From an optimization exercise on the open Yosys and OpenROAD flow, aimed at small area, a short achievable clock period and few clock cycles per item; shortcuts taken in it are not production practice. Only simulation tests tie the RTL to the original design; equivalence was not proved. Power figures rest on the tool's default switching activity, not on a simulated workload.

## alpha
==> flow/design.v (excerpt) <==
module crc_core (
    input  wire        clk,
    input  wire        rst,
    input  wire        cmd_valid,
    output wire        cmd_ready,
    input  wire [31:0] cmd_word,
    output reg         resp_valid,
    input  wire        resp_ready,
    output wire [7:0]  resp_status,
    output reg  [63:0] resp_data
);
Size: ~690 cells after synthesis, roughly 160 flip-flops, about 110 I/O pins, roughly 7400 sq um of cells after synthesis.
export LEC_CHECK = 0
export CAP_MARGIN = 20
export CORE_MARGIN = 2
export CORE_UTILIZATION = 55
export CTS_BUF_LIST = sky130_fd_sc_hd__clkbuf_4 sky130_fd_sc_hd__clkbuf_8
export PLACE_DENSITY = 0.75
export SLEW_MARGIN = 20
export SYNTH_HIERARCHICAL = 1
export SYNTH_MINIMUM_KEEP_SIZE = 0
create_clock -name core_clock -period 8.0 [get_ports {clk}]
standard.sh (not shown) runs the stock make flow with config.mk's settings and CLKGATE_MAP_FILE= SYNTH_SCRIPT=/design/flow/synth_recipe.tcl, a recipe that flattens the netlist after the stock synthesis.
==> flow/flow/run.sh <==
#!/bin/bash
set -euo pipefail
export BUFFER_PORTS_ARGS="-buffer_cell sky130_fd_sc_hd__buf_1"
export SETUP_SLACK_MARGIN=5.5
export CTS_ARGS="-sink_clustering_enable -repair_clock_nets -buf_list {sky130_fd_sc_hd__clkbuf_4 sky130_fd_sc_hd__clkbuf_8} -dont_use_dummy_load"
bash standard.sh > standard_make.log 2>&1
Having completed the whole flow, alpha delivered a layout that passed the timing, design-rule and antenna checks.
Testbench counts of alpha, summed over its fixed seeds: cycles 9,227, commands 9,211.
Setup changes, alpha to beta
==> flow/flow/run.sh <==
#!/bin/bash
set -euo pipefail
export BUFFER_PORTS_ARGS="-buffer_cell sky130_fd_sc_hd__buf_1"
export SETUP_SLACK_MARGIN=5.4
bash standard.sh > standard_make.log 2>&1
Notes after the runs:
- Each of the runs, namely alpha and beta, reached the end of the flow and came out clean.
- Compared to alpha, beta has layout cell share with drive strength beyond 1 2.5 points lower.
- Aggregate global-route resource usage for beta: 0.41 points down relative to alpha
- beta: largest voltage drop on the vdd net lower than alpha

Setup of v58:
crc_core, a different RTL version from the one above (not shown whole).
Size: roughly 680 cells after synthesis, roughly 160 flip-flops, about 110 I/O pins, roughly 0.0072 mm² of cells after synthesis.
export LEC_CHECK = 0
export CAP_MARGIN = 20
export CORE_MARGIN = 2
export CORE_UTILIZATION = 55
export CTS_BUF_LIST = sky130_fd_sc_hd__clkbuf_8 sky130_fd_sc_hd__clkbuf_16
export CTS_CLUSTER_DIAMETER = 60
export CTS_CLUSTER_SIZE = 30
export SLEW_MARGIN = 20
export SYNTH_HIERARCHICAL = 1
export SYNTH_MINIMUM_KEEP_SIZE = 0
create_clock -name core_clock -period 8.0 [get_ports {clk}]
==> flow/flow/run.sh <==
#!/bin/bash
set -euo pipefail
export BUFFER_PORTS_ARGS="-buffer_cell sky130_fd_sc_hd__buf_1"
export SETUP_SLACK_MARGIN=5.3
bash standard.sh > standard_make.log 2>&1
v58: all stages complete, timing, DRC and antenna checks passed
Testbench counts of v58, summed over its fixed seeds: cycles 9,227, commands 9,211.
#### Input delta (v1 over v58)
- CTS_CLUSTER_SIZE removed (was 30)
- CTS_CLUSTER_DIAMETER removed (was 60)
- CTS_BUF_LIST changed from sky130_fd_sc_hd__clkbuf_8 sky130_fd_sc_hd__clkbuf_16 to sky130_fd_sc_hd__clkbuf_4 sky130_fd_sc_hd__clkbuf_8
--- outcome ---
Measured against each other, v1 and v58 differ in setup slack, the higher figure coming from v58.
v1 vs v58: combinational fraction of design power up in v1
Diff v58 -> v1: number of setup buffers added after CTS went down by 1, hold-fix buffer count after cts now sits at about the same level, count of cell instances traversed by the critical path went down, core utilization decreased by 2.0 points relative to the old numbers.
v58 reports its type of the worst setup path as reg2reg while v1 reports reg2out.
Net count reported at finish (lower): v1
For v28, these inputs were changed with respect to v1:
- putting SETUP_SLACK_MARGIN at 5 where nothing was set
==> flow/flow/run.sh <==
#!/bin/bash
set -euo pipefail
export BUFFER_PORTS_ARGS="-buffer_cell sky130_fd_sc_hd__buf_1"
bash standard.sh > standard_make.log 2>&1
Between v1 and v28, the clock slew at the register clock pins of the worst setup and hold paths figures differ only marginally. Net count of the finished layout went down by a few percent going from v1 to v28. Compared with v1, in v28 number of clock buffers in the layout -5, final area -500 µm², vias after detailed routing -193, number of cells on the critical path +6. On timing-limited maximum frequency, the lower figure sits with v28, not v1. v28 vs v1 — multi-input combinational cell area dropped 180 µm². Comparing routed wire length for v1 and v28, the smaller number came from v28.

crc_core again, from the RTL that the note above started with.
export LEC_CHECK = 0
export CAP_MARGIN = 20
export CORE_MARGIN = 2
export CORE_UTILIZATION = 55
export CTS_BUF_LIST = sky130_fd_sc_hd__clkbuf_4 sky130_fd_sc_hd__clkbuf_8
export SLEW_MARGIN = 20
export SYNTH_HIERARCHICAL = 1
export SYNTH_MINIMUM_KEEP_SIZE = 0
create_clock -name core_clock -period 8.0 [get_ports {clk}]
==> flow/flow/run.sh <==
#!/bin/bash
set -euo pipefail
export BUFFER_PORTS_ARGS="-buffer_cell sky130_fd_sc_hd__buf_1"
export SETUP_SLACK_MARGIN=5.5
bash standard.sh > standard_make.log 2>&1
Testbench counts at the start, summed over its fixed seeds: cycles 9,227, commands 9,211.
==> next run, changes <==
--- a/flow/flow/run.sh
+++ b/flow/flow/run.sh
@@ -4 +4 @@
-export SETUP_SLACK_MARGIN=5.5
+export SETUP_SLACK_MARGIN=5.2
The changed run completed without violations. Total power goes down by about 6%. Clock skew barely changes. First-iteration DRC count goes down by about 23%.
==> next run, changes <==
--- a/flow/flow/run.sh
+++ b/flow/flow/run.sh
@@ -4 +4 @@
-export SETUP_SLACK_MARGIN=5.2
+export SETUP_SLACK_MARGIN=5.4
What happened: The new run completed without violations. Clock-buffer cell count went down by 5. Maximum frequency went up by a few percent. Total power went up by a few percent. First-iteration DRC count is about the same.
==> next run, changes <==
--- a/flow/flow/run.sh
+++ b/flow/flow/run.sh
@@ -4 +3,0 @@
-export SETUP_SLACK_MARGIN=5.4
--- a/flow/config.mk
+++ b/flow/config.mk
@@ -7,0 +8 @@
+export ABC_AREA = 1
@@ -11,0 +13 @@
+export SETUP_SLACK_MARGIN = 5
The new run completed with no timing, DRC or antenna violations.
Global-route usage goes down by 1.3 points.
Worst setup slack got worse by 260 ps.
Worst hold slack improved by 18 ps.
==> next run, changes <==
--- a/flow/flow/run.sh
+++ b/flow/flow/run.sh
@@ -3,0 +4 @@
+export SETUP_SLACK_MARGIN=5.3
--- a/flow/config.mk
+++ b/flow/config.mk
@@ -8 +7,0 @@
-export ABC_AREA = 1
@@ -13 +12 @@
-export SETUP_SLACK_MARGIN = 5
+export PLACE_DENSITY = 0.75
- The new run finished clean
- cell area decreases by a few percent
- power rises by roughly a tenth
- via count falls by about a fifth
- setup slack is better by 250 ps
- die area drops by about a fifth
- maximum frequency goes up by roughly a tenth

Another version of the RTL of crc_core (not shown whole).
For scale: roughly 700 cells after synthesis, about 110 I/O pins, roughly 7700 µm² of cells after synthesis.
Settings: LEC_CHECK=0, CAP_MARGIN=20, CORE_MARGIN=2, CORE_UTILIZATION=70, CTS_BUF_LIST=sky130_fd_sc_hd__clkbuf_4 sky130_fd_sc_hd__clkbuf_8, SLEW_MARGIN=20; clock period 8.0 ns.
run.sh (not shown) runs the stock make flow with config.mk's settings and CLKGATE_MAP_FILE= SYNTH_SCRIPT=/design/flow/synth_recipe.tcl, a recipe that flattens the netlist after the stock synthesis.
Stock flow here: none of the scripts above is used.
The first run passed the timing, design-rule and antenna checks.
Testbench counts at the start, summed over its fixed seeds: cycles 9,227, commands 9,211.
Next try:
Settings changed: CORE_UTILIZATION 70 to 40, CTS_BUF_LIST sky130_fd_sc_hd__clkbuf_4 sky130_fd_sc_hd__clkbuf_8 to not set.
=> Wire length hardly moves. Power came out higher by 15%. Global-route usage came out lower by 14 points. Worst setup slack is better by 0.025 ns. Sequential share of layout area drops by 1.8 points. First-iteration DRC count went down by 28%.
Next try:
==> flow/flow/run.sh (new file) <==
#!/bin/bash
set -euo pipefail
export BUFFER_PORTS_ARGS="-buffer_cell sky130_fd_sc_hd__buf_1"
export SETUP_SLACK_MARGIN=5.8
bash standard.sh > standard_make.log 2>&1
==> flow/standard.sh (new file) <==
#!/bin/bash
# synth_recipe.tcl (not shown) runs the flow's synth.tcl, then flattens the netlist and writes it again
# the make line also repeats each setting of config.mk as NAME=value (left out here)
make -C /OpenROAD-flow-scripts/flow DESIGN_CONFIG=/design/flow/config.mk WORK_HOME=/design/flow/orfs CLKGATE_MAP_FILE= SYNTH_SCRIPT=/design/flow/synth_recipe.tcl "${@:-finish}"
Settings changed: CORE_UTILIZATION 40 to 55, CTS_BUF_LIST set to sky130_fd_sc_hd__clkbuf_4 sky130_fd_sc_hd__clkbuf_8.
removed: flow/run.sh
Effect: Worst hold slack gets better by 0.0051 ns; combinational power rose by 65%; utilization goes up by 34 points; final area rises by 23%; worst setup slack gains 0.81 ns; clock power decreases by 41%; global-route usage increases by 15 points; clock-buffer cell count is higher by 2.

RTL: one of the versions met above, not the one the previous note started from.
Size: about 690 cells after synthesis, ~160 flip-flops, about 7400 µm² of cells after synthesis.
export LEC_CHECK = 0
export CAP_MARGIN = 20
export CORE_MARGIN = 2
export CORE_UTILIZATION = 60
export CTS_BUF_LIST = sky130_fd_sc_hd__clkbuf_4 sky130_fd_sc_hd__clkbuf_8
export PLACE_DENSITY = 0.75
export SLEW_MARGIN = 20
export SYNTH_HIERARCHICAL = 1
export SYNTH_MINIMUM_KEEP_SIZE = 0
create_clock -name core_clock -period 8.0 [get_ports {clk}]
standard.sh (not shown) runs the stock make flow with config.mk's settings and CLKGATE_MAP_FILE= SYNTH_SCRIPT=/design/flow/synth_recipe.tcl, a recipe that flattens the netlist after the stock synthesis.
==> flow/flow/run.sh <==
#!/bin/bash
set -euo pipefail
export BUFFER_PORTS_ARGS="-buffer_cell sky130_fd_sc_hd__buf_1"
export SETUP_SLACK_MARGIN=5.4
export CTS_ARGS="-sink_clustering_enable -repair_clock_nets -buf_list {sky130_fd_sc_hd__clkbuf_4 sky130_fd_sc_hd__clkbuf_8} -dont_use_dummy_load"
bash standard.sh > standard_make.log 2>&1
The baseline finished clean.
Testbench counts at the start, summed over its fixed seeds: cycles 9,227, commands 9,211.
Then changed:
==> flow/flow/run.sh (replaced) <==
#!/bin/bash
set -euo pipefail
export BUFFER_PORTS_ARGS="-buffer_cell sky130_fd_sc_hd__buf_1"
export SETUP_SLACK_MARGIN=5.3
bash standard.sh > standard_make.log 2>&1
Settings changed: CORE_UTILIZATION 60 to 55.
After rerunning: The changed run ran to the end with no violations; critical path depth climbs by 6; worst hold slack gains 8.1 ps; core utilization decreases by 5.4 points; design area rose slightly.
Then changed:
==> flow/flow/run.sh (replaced) <==
#!/bin/bash
set -euo pipefail
export BUFFER_PORTS_ARGS="-buffer_cell sky130_fd_sc_hd__buf_1"
export SETUP_SLACK_MARGIN=5.45
bash standard.sh > standard_make.log 2>&1
- The new run finished clean
- synthesized area does not change
- fmax came out higher by a few percent
- register-to-register slack gains 230 ps
- global-route usage stays flat
- first-iteration DRC count came out higher by about a fifth
- worst setup slack gains 170 ps
- non-clock buffer count came out higher by 12
- sequential share of layout area came out lower by 1.1 points
- total power came out higher slightly
- routed wire length hardly moves
- design area came out higher by a few percent
Then changed:
==> flow/flow/run.sh (replaced) <==
#!/bin/bash
set -euo pipefail
export BUFFER_PORTS_ARGS="-buffer_cell sky130_fd_sc_hd__buf_1"
export SETUP_SLACK_MARGIN=5.4
bash standard.sh > standard_make.log 2>&1
=>
- The new run finished with timing, DRC and antenna clean
- fmax falls slightly
- worst setup slack loses 17 ps
- final cell count stays the same
- clock power came out lower by roughly a tenth
- final area decreases slightly
- power came out lower by a few percent
- utilization drops by 0.83 points
- routed wire length falls slightly
- clock-buffer cell count does not change
- die area stays the same

[static timing again, ports no longer ideal]
Ports are ideal in the flow. The routed layouts listed here were re-timed in OpenROAD. Step 1 assumes that a clkbuf_16 drives the clock port and a buf_2 every other input. Step 2 moves the port delays by t, midway between the first and last clock arrival at a register: inputs arrive t later, outputs are due t later. That takes back most of the time a late clock gives input paths. a / b / c = no drivers / after step 1 / after step 2; a / b = the first two.
| run | shift t [ns] | setup slack, ns | worst hold slack (ns) | worst setup path after step 2 | slew at the worst register clock pin (ns) |
|---|---|---|---|---|---|
| alpha | 0.489 | 5.411 / 5.370 / 5.041 | 0.495 / 0.495 / 0.495 | input to register | 0.08 / 0.08 |
| beta | 0.504 | 5.390 / 5.352 / 5.004 | 0.479 / 0.479 / 0.479 | input to register | 0.09 / 0.09 |
| v58 | 0.462 | 5.371 / 5.352 / 4.942 | 0.496 / 0.496 / 0.496 | input to register | 0.06 / 0.06 |
| v1 | 0.482 | 5.358 / 5.318 / 4.916 | 0.502 / 0.502 / 0.502 | input to register | 0.08 / 0.08 |
| v28 | 0.496 | 5.109 / 5.109 / 4.694 | 0.504 / 0.504 / 0.504 | input to register | 0.09 / 0.09 |
| the first run of note 3 | 0.490 | 5.381 / 5.342 / 4.960 | 0.501 / 0.501 / 0.501 | input to register | 0.08 / 0.08 |
| the second run of note 3 | 0.485 | 5.278 / 5.291 / 4.808 | 0.497 / 0.497 / 0.497 | input to register | 0.08 / 0.08 |
| the third run of note 3 | 0.493 | 5.364 / 5.327 / 4.973 | 0.500 / 0.500 / 0.500 | input to register | 0.09 / 0.09 |
| the fourth run of note 3 | 0.482 | 5.100 / 5.112 / 4.630 | 0.518 / 0.518 / 0.518 | input to register | 0.09 / 0.09 |
| the fifth run of note 3 | 0.491 | 5.347 / 5.309 / 4.913 | 0.502 / 0.502 / 0.502 | input to register | 0.08 / 0.08 |
| the first run of note 4 | 0.493 | 4.498 / 4.464 / 4.185 | 0.513 / 0.513 / 0.513 | input to register | 0.09 / 0.09 |
| the second run of note 4 | 0.466 | 4.523 / 4.482 / 4.232 | 0.509 / 0.509 / 0.509 | input to register | 0.07 / 0.07 |
| the third run of note 4 | 0.500 | 5.333 / 5.300 / 4.896 | 0.514 / 0.514 / 0.514 | input to register | 0.09 / 0.09 |
| the first run of note 5 | 0.485 | 5.410 / 5.377 / 4.987 | 0.495 / 0.495 / 0.495 | input to register | 0.08 / 0.08 |
| the second run of note 5 | 0.494 | 5.237 / 5.237 / 4.952 | 0.503 / 0.503 / 0.503 | input to register | 0.09 / 0.09 |
| the third run of note 5 | 0.498 | 5.407 / 5.369 / 5.059 | 0.490 / 0.490 / 0.490 | input to register | 0.09 / 0.09 |
| the fourth run of note 5 | 0.504 | 5.390 / 5.352 / 5.004 | 0.479 / 0.479 / 0.479 | input to register | 0.09 / 0.09 |
After both steps every run listed still meets setup and hold.
